From an optimization exercise on the open Yosys and OpenROAD flow, aimed at small area, a short achievable clock period and few clock cycles per item; shortcuts taken in it are not production practice.
Only simulation tests tie the RTL to the original design; equivalence was not proved.

==> inputs of pepper <==
==> flow/design.v <==
module nfr_fadd (
    input  wire [31:0] a,
    input  wire [31:0] b,
    input  wire        nb,
    output reg  [31:0] y
);
    wire        sa = a[31];
    wire        sb = b[31] ^ nb;
    wire [7:0]  ea = a[30:23];
    wire [7:0]  eb = b[30:23];
    wire a_max = &ea;
    wire b_max = &eb;
    wire a_nan = a_max && (a[22:0] != 23'd0);
    wire b_nan = b_max && (b[22:0] != 23'd0);
    wire a_inf = a_max && (a[22:0] == 23'd0);
    wire b_inf = b_max && (b[22:0] == 23'd0);
    wire eff_sub = sa ^ sb;
    wire        nza = |ea;
    wire        nzb = |eb;
    wire [7:0]  ea1 = {ea[7:1], ea[0] | ~nza};      
    wire [7:0]  eb1 = {eb[7:1], eb[0] | ~nzb};
    wire [23:0] qa  = {nza, a[22:0]};
    wire [23:0] qb  = {nzb, b[22:0]};
    wire [8:0]  dab = {1'b0, ea1} - {1'b0, eb1};
    wire [8:0]  dba = {1'b0, eb1} - {1'b0, ea1};
    wire        age = ~dab[8];                       
    wire [7:0]  d   = age ? dab[7:0] : dba[7:0];
    wire        near = eff_sub && (d[7:1] == 7'd0);
    wire        f_s   = age ? sa : sb;
    wire [7:0]  f_e   = age ? ea1 : eb1;
    wire [23:0] f_qb  = age ? qa : qb;
    wire [23:0] f_qs  = age ? qb : qa;
    wire [4:0]  dsh = (d > 8'd26) ? 5'd27 : d[4:0];
    wire [25:0] al0 = {f_qs, 2'b00};
    wire [25:0] al1 = dsh[0] ? {1'b0,  al0[25:1]} : al0;
    wire        st1 = dsh[0] & al0[0];
    wire [25:0] al2 = dsh[1] ? {2'b0,  al1[25:2]} : al1;
    wire        st2 = st1 | (dsh[1] & (|al1[1:0]));
    wire [25:0] al3 = dsh[2] ? {4'b0,  al2[25:4]} : al2;
    wire        st3 = st2 | (dsh[2] & (|al2[3:0]));
    wire [25:0] al4 = dsh[3] ? {8'b0,  al3[25:8]} : al3;
    wire        st4 = st3 | (dsh[3] & (|al3[7:0]));
    wire [25:0] al5 = dsh[4] ? {16'b0, al4[25:16]} : al4;
    wire        st5 = st4 | (dsh[4] & (|al4[15:0]));
    wire [26:0] al_s = {al5, st5};
    wire [27:0] f_sum = eff_sub ? ({1'b0, f_qb, 3'b000} - {1'b0, al_s})
                                : ({1'b0, f_qb, 3'b000} + {1'b0, al_s});
    reg  [26:0] f_nrm;
    reg  [8:0]  f_ex;
    always @* begin
        if (f_sum[27]) begin
            f_nrm = {f_sum[27:2], f_sum[1] | f_sum[0]};
            f_ex  = {1'b0, f_e} + 9'd1;
        end else if (f_sum[26] || !eff_sub) begin
            f_nrm = f_sum[26:0];
            f_ex  = {1'b0, f_e};
        end else begin
            f_nrm = {f_sum[25:0], 1'b0};
            f_ex  = {1'b0, f_e} - 9'd1;
        end
    end
    wire        f_zero = (f_sum == 28'd0);
    wire        f_ovf  = f_sum[27] && (f_e == 8'd254);
    wire [7:0]  f_ef   = f_nrm[26] ? f_ex[7:0] : 8'd0;
    wire        f_inc  = f_nrm[2] & (f_nrm[1] | f_nrm[0] | f_nrm[3]);
    wire        swap  = b[30:0] > a[30:0];
    wire        n_s   = swap ? sb : sa;
    wire [7:0]  n_e   = swap ? eb1 : ea1;
    wire [23:0] n_qb  = swap ? qb : qa;
    wire [23:0] n_qs  = swap ? qa : qb;
    wire [24:0] n_dif = {n_qb, 1'b0} - ((d[0]) ? {1'b0, n_qs} : {n_qs, 1'b0});
    function [4:0] lzc25;
        input [24:0] v;
        integer k;
        begin
            lzc25 = 5'd25;
            for (k = 0; k <= 24; k = k + 1)
                if (v[k]) lzc25 = 5'd24 - k[4:0];
        end
    endfunction
    wire [4:0]  n_lz  = lzc25(n_dif);
    wire [7:0]  n_em  = n_e - 8'd1;
    wire [4:0]  n_sh  = ({3'd0, n_lz} > n_em) ? n_em[4:0] : n_lz;
    wire [24:0] n_nrm = n_dif << n_sh;
    wire        n_zero = (n_dif == 25'd0);
    wire [7:0]  n_ef  = n_nrm[24] ? (n_e - {3'd0, n_sh}) : 8'd0;
    wire        n_inc = n_nrm[0] & n_nrm[1];
    wire        r_s   = near ? n_s : f_s;
    wire [30:0] r_m   = near ? {n_ef, n_nrm[23:1]} : {f_ef, f_nrm[25:3]};
    wire        r_inc = near ? n_inc : f_inc;
    wire [30:0] rnd   = r_m + {30'd0, r_inc};
    always @* begin
        if (a_nan || b_nan || (a_inf && b_inf && eff_sub))
            y = 32'h7fc00000;
        else if (a_inf)
            y = {sa, 8'hff, 23'd0};
        else if (b_inf)
            y = {sb, 8'hff, 23'd0};
        else if (near ? n_zero : f_zero)
            y = {sa & sb, 31'd0};
        else if (!near && f_ovf)
            y = {f_s, 8'hff, 23'd0};
        else
            y = {r_s, rnd};
    end
endmodule
module nfr_fmul (
    input  wire [31:0] a,
    input  wire [31:0] b,
    output reg  [31:0] y
);
    wire        sy = a[31] ^ b[31];
    wire [7:0]  ea = a[30:23];
    wire [7:0]  eb = b[30:23];
    wire a_max  = &ea;
    wire b_max  = &eb;
    wire a_nan  = a_max && (a[22:0] != 23'd0);
    wire b_nan  = b_max && (b[22:0] != 23'd0);
    wire a_inf  = a_max && (a[22:0] == 23'd0);
    wire b_inf  = b_max && (b[22:0] == 23'd0);
    wire a_zero = (a[30:0] == 31'd0);
    wire b_zero = (b[30:0] == 31'd0);
    wire        nza = |ea;
    wire        nzb = |eb;
    wire [23:0] qa  = {nza, a[22:0]};
    wire [23:0] qb  = {nzb, b[22:0]};
    wire [47:0] p   = qa * qb;
    function [4:0] lzc24;
        input [23:0] v;
        integer k;
        begin
            lzc24 = 5'd0;
            for (k = 0; k <= 23; k = k + 1)
                if (v[k]) lzc24 = 5'd23 - k[4:0];
        end
    endfunction
    function [4:0] tzc24;
        input [23:0] v;
        integer k;
        begin
            tzc24 = 5'd0;
            for (k = 23; k >= 0; k = k - 1)
                if (v[k]) tzc24 = k[4:0];
        end
    endfunction
    wire [8:0]  esum = {1'b0, ea[7:1], ea[0] | ~nza} + {1'b0, eb[7:1], eb[0] | ~nzb};
    wire [5:0]  lzs  = {1'b0, lzc24(qa)} + {1'b0, lzc24(qb)};
    wire [5:0]  tzs  = {1'b0, tzc24(qa)} + {1'b0, tzc24(qb)} + 6'd2;
    wire signed [10:0] t1 = 11'sd23 - $signed({5'd0, lzs});
    wire signed [10:0] t2 = 11'sd151 - $signed({2'd0, esum});
    wire signed [10:0] tm = (t1 > t2) ? t1 : t2;
    wire [5:0]  k0 = (tm > 11'sd50) ? 6'd50 : tm[5:0];
    wire        stk0 = tzs < k0;             
    wire        stk1 = tzs <= k0;            
    wire [49:0] pp = {p, 2'b00};
    wire [26:0] r0 = pp >> k0;
    wire        up = r0[26];
    wire [25:0] r  = up ? r0[26:1] : r0[25:0];
    wire        sticky = r[0] | (up ? stk1 : stk0);
    wire signed [10:0] ex = $signed({2'd0, esum}) - 11'sd150 + $signed({5'd0, k0}) + $signed({10'd0, up});
    wire        ovf = ex > 11'sd254;
    wire [7:0]  ef  = r[25] ? ex[7:0] : 8'd0;
    wire        inc = r[1] & (sticky | r[2]);
    wire [30:0] rnd = {ef, r[24:2]} + {30'd0, inc};
    always @* begin
        if (a_nan || b_nan || (a_inf && b_zero) || (b_inf && a_zero))
            y = 32'h7fc00000;
        else if (a_inf || b_inf)
            y = {sy, 8'hff, 23'd0};
        else if (a_zero || b_zero)
            y = {sy, 31'd0};
        else if (ovf)
            y = {sy, 8'hff, 23'd0};
        else
            y = {sy, rnd};
    end
endmodule
module nfr_tank (
    input  wire        clk,
    input  wire        rst,
    input  wire        in_valid,
    output wire        in_ready,
    input  wire [31:0] ap_coeff,
    input  wire [31:0] lp_a,
    input  wire [31:0] fb_gain_l,
    input  wire [31:0] fb_gain_r,
    input  wire [31:0] xs_l,
    input  wire [31:0] vd1_l,
    input  wire [31:0] vd2_l,
    input  wire [31:0] s0_l,
    input  wire [31:0] s1_l,
    input  wire [31:0] frac_l,
    input  wire [31:0] xs_r,
    input  wire [31:0] vd1_r,
    input  wire [31:0] vd2_r,
    input  wire [31:0] s0_r,
    input  wire [31:0] s1_r,
    input  wire [31:0] frac_r,
    output reg         out_valid,
    output wire [31:0] wet_l,
    output wire [31:0] w1_l,
    output wire [31:0] w2_l,
    output wire [31:0] w3_l,
    output wire [31:0] wet_r,
    output wire [31:0] w1_r,
    output wire [31:0] w2_r,
    output wire [31:0] w3_r
);
    localparam [3:0] LAST = 4'd14;
    reg [31:0] g_q, lpa_q, fbgl_q, fbgr_q;
    reg [31:0] xsl_q, vd1l_q, vd2l_q, s0l_q, s1l_q, frl_q;
    reg [31:0] xsr_q, vd1r_q, vd2r_q, s0r_q, s1r_q, frr_q;
    always @(posedge clk) begin
        g_q    <= ap_coeff;
        lpa_q  <= lp_a;
        fbgl_q <= fb_gain_l;
        fbgr_q <= fb_gain_r;
        xsl_q  <= xs_l;
        vd1l_q <= vd1_l;
        vd2l_q <= vd2_l;
        s0l_q  <= s0_l;
        s1l_q  <= s1_l;
        frl_q  <= frac_l;
        xsr_q  <= xs_r;
        vd1r_q <= vd1_r;
        vd2r_q <= vd2_r;
        s0r_q  <= s0_r;
        s1r_q  <= s1_r;
        frr_q  <= frac_r;
    end
    reg  [3:0] step;
    reg        rdy;
    wire [3:0] step_nx = ((step == 4'd0) || (step == LAST)) ? (in_valid ? 4'd1 : 4'd0)
                                                            : step + 4'd1;
    always @(posedge clk) begin
        if (rst) begin
            step      <= 4'd0;
            rdy       <= 1'b0;
            out_valid <= 1'b0;
        end else begin
            step      <= step_nx;
            rdy       <= (step_nx == LAST - 4'd1);
            out_valid <= (step == LAST);
        end
    end
    assign in_ready = rdy;
    wire start = ((step == 4'd0) || (step == LAST)) && in_valid;
    nfr_string u_l (
        .clk(clk), .rst(rst), .start(start),
        .g(g_q), .lpa(lpa_q), .fbg(fbgl_q),
        .xs(xsl_q), .vd1(vd1l_q), .vd2(vd2l_q), .s0(s0l_q), .s1(s1l_q), .fr(frl_q),
        .w1(w1_l), .w2(w2_l), .w3(w3_l), .wet(wet_l)
    );
    nfr_string u_r (
        .clk(clk), .rst(rst), .start(start),
        .g(g_q), .lpa(lpa_q), .fbg(fbgr_q),
        .xs(xsr_q), .vd1(vd1r_q), .vd2(vd2r_q), .s0(s0r_q), .s1(s1r_q), .fr(frr_q),
        .w1(w1_r), .w2(w2_r), .w3(w3_r), .wet(wet_r)
    );
endmodule
module nfr_string (
    input  wire        clk,
    input  wire        rst,
    input  wire        start,
    input  wire [31:0] g,
    input  wire [31:0] lpa,
    input  wire [31:0] fbg,
    input  wire [31:0] xs,
    input  wire [31:0] vd1,
    input  wire [31:0] vd2,
    input  wire [31:0] s0,
    input  wire [31:0] s1,
    input  wire [31:0] fr,
    output reg  [31:0] w1,
    output reg  [31:0] w2,
    output reg  [31:0] w3,
    output reg  [31:0] wet
);
    reg [31:0] ra;       
    reg [31:0] rm;       
    reg [31:0] p2;       
    reg [31:0] v3;       
    reg [31:0] fb, lpz;  
    reg [14:1] st;
    always @(posedge clk) begin
        if (rst) st <= 14'd0;
        else     st <= {st[13:1], start};
    end
    wire [14:1] nx = {st[13:1], start};    
    reg x_xs, x_ra, x_s1, x_vd1, x_s0, x_vd2, x_v3, x_lpz;
    reg y_fb, y_rm, y_s0, y_p2, y_lpz, a_sub;
    reg m_g, m_fr, m_lpa, m_fbg, n_vd1, n_vd2, n_ra;
    always @(posedge clk) begin
        x_xs  <= nx[1];
        x_ra  <= nx[2] | nx[5] | nx[8] | nx[11];
        x_s1  <= nx[3];
        x_vd1 <= nx[4];
        x_s0  <= nx[6];
        x_vd2 <= nx[7];
        x_v3  <= nx[10];
        x_lpz <= nx[13];
        y_fb  <= nx[1];
        y_rm  <= nx[2] | nx[4] | nx[6] | nx[7] | nx[8] | nx[10] | nx[13];
        y_s0  <= nx[3];
        y_p2  <= nx[5];
        y_lpz <= nx[11];
        a_sub <= nx[2] | nx[3] | nx[5] | nx[8] | nx[11];
        m_g   <= nx[1] | nx[2] | nx[3] | nx[6] | nx[7] | nx[9];
        m_fr  <= nx[4];
        m_lpa <= nx[12];
        m_fbg <= nx[14];
        n_vd1 <= nx[1];
        n_vd2 <= nx[2];
        n_ra  <= nx[3] | nx[4] | nx[6] | nx[7] | nx[9] | nx[12] | nx[14];
    end
    wire [31:0] ax = ({32{x_xs}}  & xs)  | ({32{x_ra}}  & ra)  | ({32{x_s1}}  & s1) |
                     ({32{x_vd1}} & vd1) | ({32{x_s0}}  & s0)  | ({32{x_vd2}} & vd2) |
                     ({32{x_v3}}  & v3)  | ({32{x_lpz}} & lpz);
    wire [31:0] ay = ({32{y_fb}}  & fb)  | ({32{y_rm}}  & rm)  | ({32{y_s0}}  & s0) |
                     ({32{y_p2}}  & p2)  | ({32{y_lpz}} & lpz);
    wire [31:0] mx = ({32{m_g}}   & g)   | ({32{m_fr}}  & fr)  | ({32{m_lpa}} & lpa) |
                     ({32{m_fbg}} & fbg);
    wire [31:0] my = ({32{n_vd1}} & vd1) | ({32{n_vd2}} & vd2) | ({32{n_ra}}  & ra);
    wire [31:0] ao, mo;
    nfr_fadd u_add (.a(ax), .b(ay), .nb(a_sub), .y(ao));
    nfr_fmul u_mul (.a(mx), .b(my), .y(mo));
    always @(posedge clk) begin
        ra <= ao;
        if (!st[5]) rm <= mo;
        if (st[2])  p2 <= mo;
        if (st[6])  v3 <= ao;
        if (st[2])  w1 <= ao;
        if (st[5])  w2 <= ao;
        if (st[8])  w3 <= ao;
        if (st[10]) wet <= ao;
    end
    always @(posedge clk) begin
        if (rst) begin
            fb  <= 32'd0;
            lpz <= 32'd0;
        end else begin
            if (st[13]) lpz <= ao;
            if (st[14]) fb  <= mo;
        end
    end
endmodule
==> flow/run.sh <==
#!/bin/bash
# synth_recipe.tcl (not shown) runs the flow's synth.tcl, then flattens the netlist and writes it again
# the make line also repeats each setting of config.mk as NAME=value (left out here)
make -C /OpenROAD-flow-scripts/flow DESIGN_CONFIG=/design/flow/config.mk WORK_HOME=/design/flow/orfs CLKGATE_MAP_FILE= SYNTH_SCRIPT=/design/flow/synth_recipe.tcl finish
==> flow/config.mk <==
export PLATFORM = sky130hd
export DESIGN_NAME = nfr_tank
export DESIGN_NICKNAME = nfr_tank
export VERILOG_FILES = /design/flow/design.v
export SDC_FILE = /design/flow/constraint.sdc
export NUM_CORES = 4
export LEC_CHECK = 0
export ABC_AREA = 1
export CAP_MARGIN = 20
export CORE_MARGIN = 2
export CORE_UTILIZATION = 40
export SLEW_MARGIN = 20
==> flow/constraint.sdc <==
create_clock -name core_clock -period 40.0 [get_ports {clk}]
set_input_delay 8.0000 -clock core_clock [delete_from_list [all_inputs] [get_ports {clk}]]
set_output_delay 8.0000 -clock core_clock [all_outputs]
set_load 0.01 [all_outputs]
==> juniper: changes against pepper <==
--- a/flow/design.v
+++ b/flow/design.v
@@ -207,31 +207,10 @@
     output wire [31:0] w3_r
 );
     localparam [3:0] LAST = 4'd14;
-    reg [31:0] g_q, lpa_q, fbgl_q, fbgr_q;
-    reg [31:0] xsl_q, vd1l_q, vd2l_q, s0l_q, s1l_q, frl_q;
-    reg [31:0] xsr_q, vd1r_q, vd2r_q, s0r_q, s1r_q, frr_q;
-    always @(posedge clk) begin
-        g_q    <= ap_coeff;
-        lpa_q  <= lp_a;
-        fbgl_q <= fb_gain_l;
-        fbgr_q <= fb_gain_r;
-        xsl_q  <= xs_l;
-        vd1l_q <= vd1_l;
-        vd2l_q <= vd2_l;
-        s0l_q  <= s0_l;
-        s1l_q  <= s1_l;
-        frl_q  <= frac_l;
-        xsr_q  <= xs_r;
-        vd1r_q <= vd1_r;
-        vd2r_q <= vd2_r;
-        s0r_q  <= s0_r;
-        s1r_q  <= s1_r;
-        frr_q  <= frac_r;
-    end
     reg  [3:0] step;
     reg        rdy;
-    wire [3:0] step_nx = ((step == 4'd0) || (step == LAST)) ? (in_valid ? 4'd1 : 4'd0)
-                                                            : step + 4'd1;
+    wire       idle_or_last = (step == 4'd0) || (step == LAST);
+    wire [3:0] step_nx = idle_or_last ? (in_valid ? 4'd1 : 4'd0) : step + 4'd1;
     always @(posedge clk) begin
         if (rst) begin
             step      <= 4'd0;
@@ -244,17 +223,17 @@
         end
     end
     assign in_ready = rdy;
-    wire start = ((step == 4'd0) || (step == LAST)) && in_valid;
+    wire start = idle_or_last && in_valid;
     nfr_string u_l (
         .clk(clk), .rst(rst), .start(start),
-        .g(g_q), .lpa(lpa_q), .fbg(fbgl_q),
-        .xs(xsl_q), .vd1(vd1l_q), .vd2(vd2l_q), .s0(s0l_q), .s1(s1l_q), .fr(frl_q),
+        .g(ap_coeff), .lpa(lp_a), .fbg(fb_gain_l),
+        .xs(xs_l), .vd1(vd1_l), .vd2(vd2_l), .s0(s0_l), .s1(s1_l), .fr(frac_l),
         .w1(w1_l), .w2(w2_l), .w3(w3_l), .wet(wet_l)
     );
     nfr_string u_r (
         .clk(clk), .rst(rst), .start(start),
-        .g(g_q), .lpa(lpa_q), .fbg(fbgr_q),
-        .xs(xsr_q), .vd1(vd1r_q), .vd2(vd2r_q), .s0(s0r_q), .s1(s1r_q), .fr(frr_q),
+        .g(ap_coeff), .lpa(lp_a), .fbg(fb_gain_r),
+        .xs(xs_r), .vd1(vd1_r), .vd2(vd2_r), .s0(s0_r), .s1(s1_r), .fr(frac_r),
         .w1(w1_r), .w2(w2_r), .w3(w3_r), .wet(wet_r)
     );
 endmodule
@@ -276,62 +255,48 @@
     output reg  [31:0] w3,
     output reg  [31:0] wet
 );
-    reg [31:0] ra;       
-    reg [31:0] rm;       
-    reg [31:0] p2;       
-    reg [31:0] v3;       
-    reg [31:0] fb, lpz;  
+    reg [31:0] ax, ay, mx, my;   
+    reg        asub;
+    reg [31:0] p2;               
+    reg [31:0] v3;               
+    reg [31:0] fb, lpz;          
     reg [14:1] st;
     always @(posedge clk) begin
         if (rst) st <= 14'd0;
         else     st <= {st[13:1], start};
     end
-    wire [14:1] nx = {st[13:1], start};    
-    reg x_xs, x_ra, x_s1, x_vd1, x_s0, x_vd2, x_v3, x_lpz;
-    reg y_fb, y_rm, y_s0, y_p2, y_lpz, a_sub;
-    reg m_g, m_fr, m_lpa, m_fbg, n_vd1, n_vd2, n_ra;
-    always @(posedge clk) begin
-        x_xs  <= nx[1];
-        x_ra  <= nx[2] | nx[5] | nx[8] | nx[11];
-        x_s1  <= nx[3];
-        x_vd1 <= nx[4];
-        x_s0  <= nx[6];
-        x_vd2 <= nx[7];
-        x_v3  <= nx[10];
-        x_lpz <= nx[13];
-        y_fb  <= nx[1];
-        y_rm  <= nx[2] | nx[4] | nx[6] | nx[7] | nx[8] | nx[10] | nx[13];
-        y_s0  <= nx[3];
-        y_p2  <= nx[5];
-        y_lpz <= nx[11];
-        a_sub <= nx[2] | nx[3] | nx[5] | nx[8] | nx[11];
-        m_g   <= nx[1] | nx[2] | nx[3] | nx[6] | nx[7] | nx[9];
-        m_fr  <= nx[4];
-        m_lpa <= nx[12];
-        m_fbg <= nx[14];
-        n_vd1 <= nx[1];
-        n_vd2 <= nx[2];
-        n_ra  <= nx[3] | nx[4] | nx[6] | nx[7] | nx[9] | nx[12] | nx[14];
-    end
-    wire [31:0] ax = ({32{x_xs}}  & xs)  | ({32{x_ra}}  & ra)  | ({32{x_s1}}  & s1) |
-                     ({32{x_vd1}} & vd1) | ({32{x_s0}}  & s0)  | ({32{x_vd2}} & vd2) |
-                     ({32{x_v3}}  & v3)  | ({32{x_lpz}} & lpz);
-    wire [31:0] ay = ({32{y_fb}}  & fb)  | ({32{y_rm}}  & rm)  | ({32{y_s0}}  & s0) |
-                     ({32{y_p2}}  & p2)  | ({32{y_lpz}} & lpz);
-    wire [31:0] mx = ({32{m_g}}   & g)   | ({32{m_fr}}  & fr)  | ({32{m_lpa}} & lpa) |
-                     ({32{m_fbg}} & fbg);
-    wire [31:0] my = ({32{n_vd1}} & vd1) | ({32{n_vd2}} & vd2) | ({32{n_ra}}  & ra);
+    wire l1 = ~(|st[13:1]);
     wire [31:0] ao, mo;
-    nfr_fadd u_add (.a(ax), .b(ay), .nb(a_sub), .y(ao));
+    nfr_fadd u_add (.a(ax), .b(ay), .nb(asub), .y(ao));
     nfr_fmul u_mul (.a(mx), .b(my), .y(mo));
     always @(posedge clk) begin
-        ra <= ao;
-        if (!st[5]) rm <= mo;
-        if (st[2])  p2 <= mo;
-        if (st[6])  v3 <= ao;
-        if (st[2])  w1 <= ao;
-        if (st[5])  w2 <= ao;
-        if (st[8])  w3 <= ao;
+        ax <= ({32{l1}}     & xs)  |
+              ({32{st[1] | st[4] | st[7] | st[10]}} & ao) |
+              ({32{st[2]}}  & s1)  |
+              ({32{st[3]}}  & vd1) |
+              ({32{st[5]}}  & s0)  |
+              ({32{st[6]}}  & vd2) |
+              ({32{st[9]}}  & v3)  |
+              ({32{st[12]}} & lpz);
+        ay <= ({32{l1 & ~st[14]}} & fb) |
+              ({32{st[14] | st[1] | st[3] | st[5] | st[6] | st[7] | st[9] | st[12]}} & mo) |
+              ({32{st[2]}}  & s0)  |
+              ({32{st[4]}}  & p2)  |
+              ({32{st[10]}} & lpz);
+        asub <= st[1] | st[2] | st[4] | st[7] | st[10];
+        mx <= ({32{l1 | st[1] | st[2] | st[5] | st[6] | st[8]}} & g) |
+              ({32{st[3] | st[4]}} & fr)  |
+              ({32{st[11]}} & lpa) |
+              ({32{st[13]}} & fbg);
+        my <= ({32{l1}}     & vd1) |
+              ({32{st[1]}}  & vd2) |
+              ({32{st[2] | st[3] | st[5] | st[6] | st[8] | st[11] | st[13]}} & ao) |
+              ({32{st[4]}}  & my);
+        if (st[2])  p2  <= mo;
+        if (st[6])  v3  <= ao;
+        if (st[2])  w1  <= ao;
+        if (st[5])  w2  <= ao;
+        if (st[8])  w3  <= ao;
         if (st[10]) wet <= ao;
     end
     always @(posedge clk) begin
==> parameters.txt <==
Parameter                              Value

Status
  Run status ... finished clean

Timing
  Period utilisation layout ... 0.323

Cells and area
  Register area ... 19700 sq um
# the run above: juniper

==> parameters.txt <==
Parameter                              Value

Route
  Drt first-iter violations ... 12400

Cells and area
  Register area ... 28400 sq um

Hold path
  WHS Path Cells ... 0

CTS
  PostCTS Resize Cnt ... 0

Timing
  Period utilisation layout ... 0.393

Status
  Run status ... finished clean

Die
  Core box area ... 288000 sq um
  Initial Utilization ... 0.402
# the run above: pepper

Testbench counts of pepper, summed over its fixed seeds: cycles 28,688, frames 2,048.
Testbench counts of juniper, summed over its fixed seeds: cycles 28,688, frames 2,048.

==> afterwards: timing with drivers on the ports <==
The results above use ideal ports. As a check the final layouts listed here were re-extracted and re-timed, cells and wires unchanged.
Step 1 sets driving cells, clkbuf_16 on the clock port and buf_2 on the other inputs (assumed; they add their load-dependent delay and slew).
Step 2 times the ports against the registers' clock, not the clock port: input delays grow and output delays shrink by t, the midpoint of the rising clock arrivals with the driver on.
a / b / c = ideal / step 1 / step 2; a / b = the first two.
| run | shift t [ns] | slack for setup (ns) | clock arrival spread, ns | slew at the worst register clock pin (ns) | pins driven straight from the clock port |
|---|---|---|---|---|---|
| pepper | 0.938 | 24.269 / 24.269 / 24.269 | 0.103 / 0.103 | 0.09 / 0.09 | 1 |
| juniper | 0.857 | 27.086 / 27.086 / 27.086 | 0.140 / 0.140 | 0.09 / 0.09 | 1 |
After both steps setup and hold are still met in every run listed.
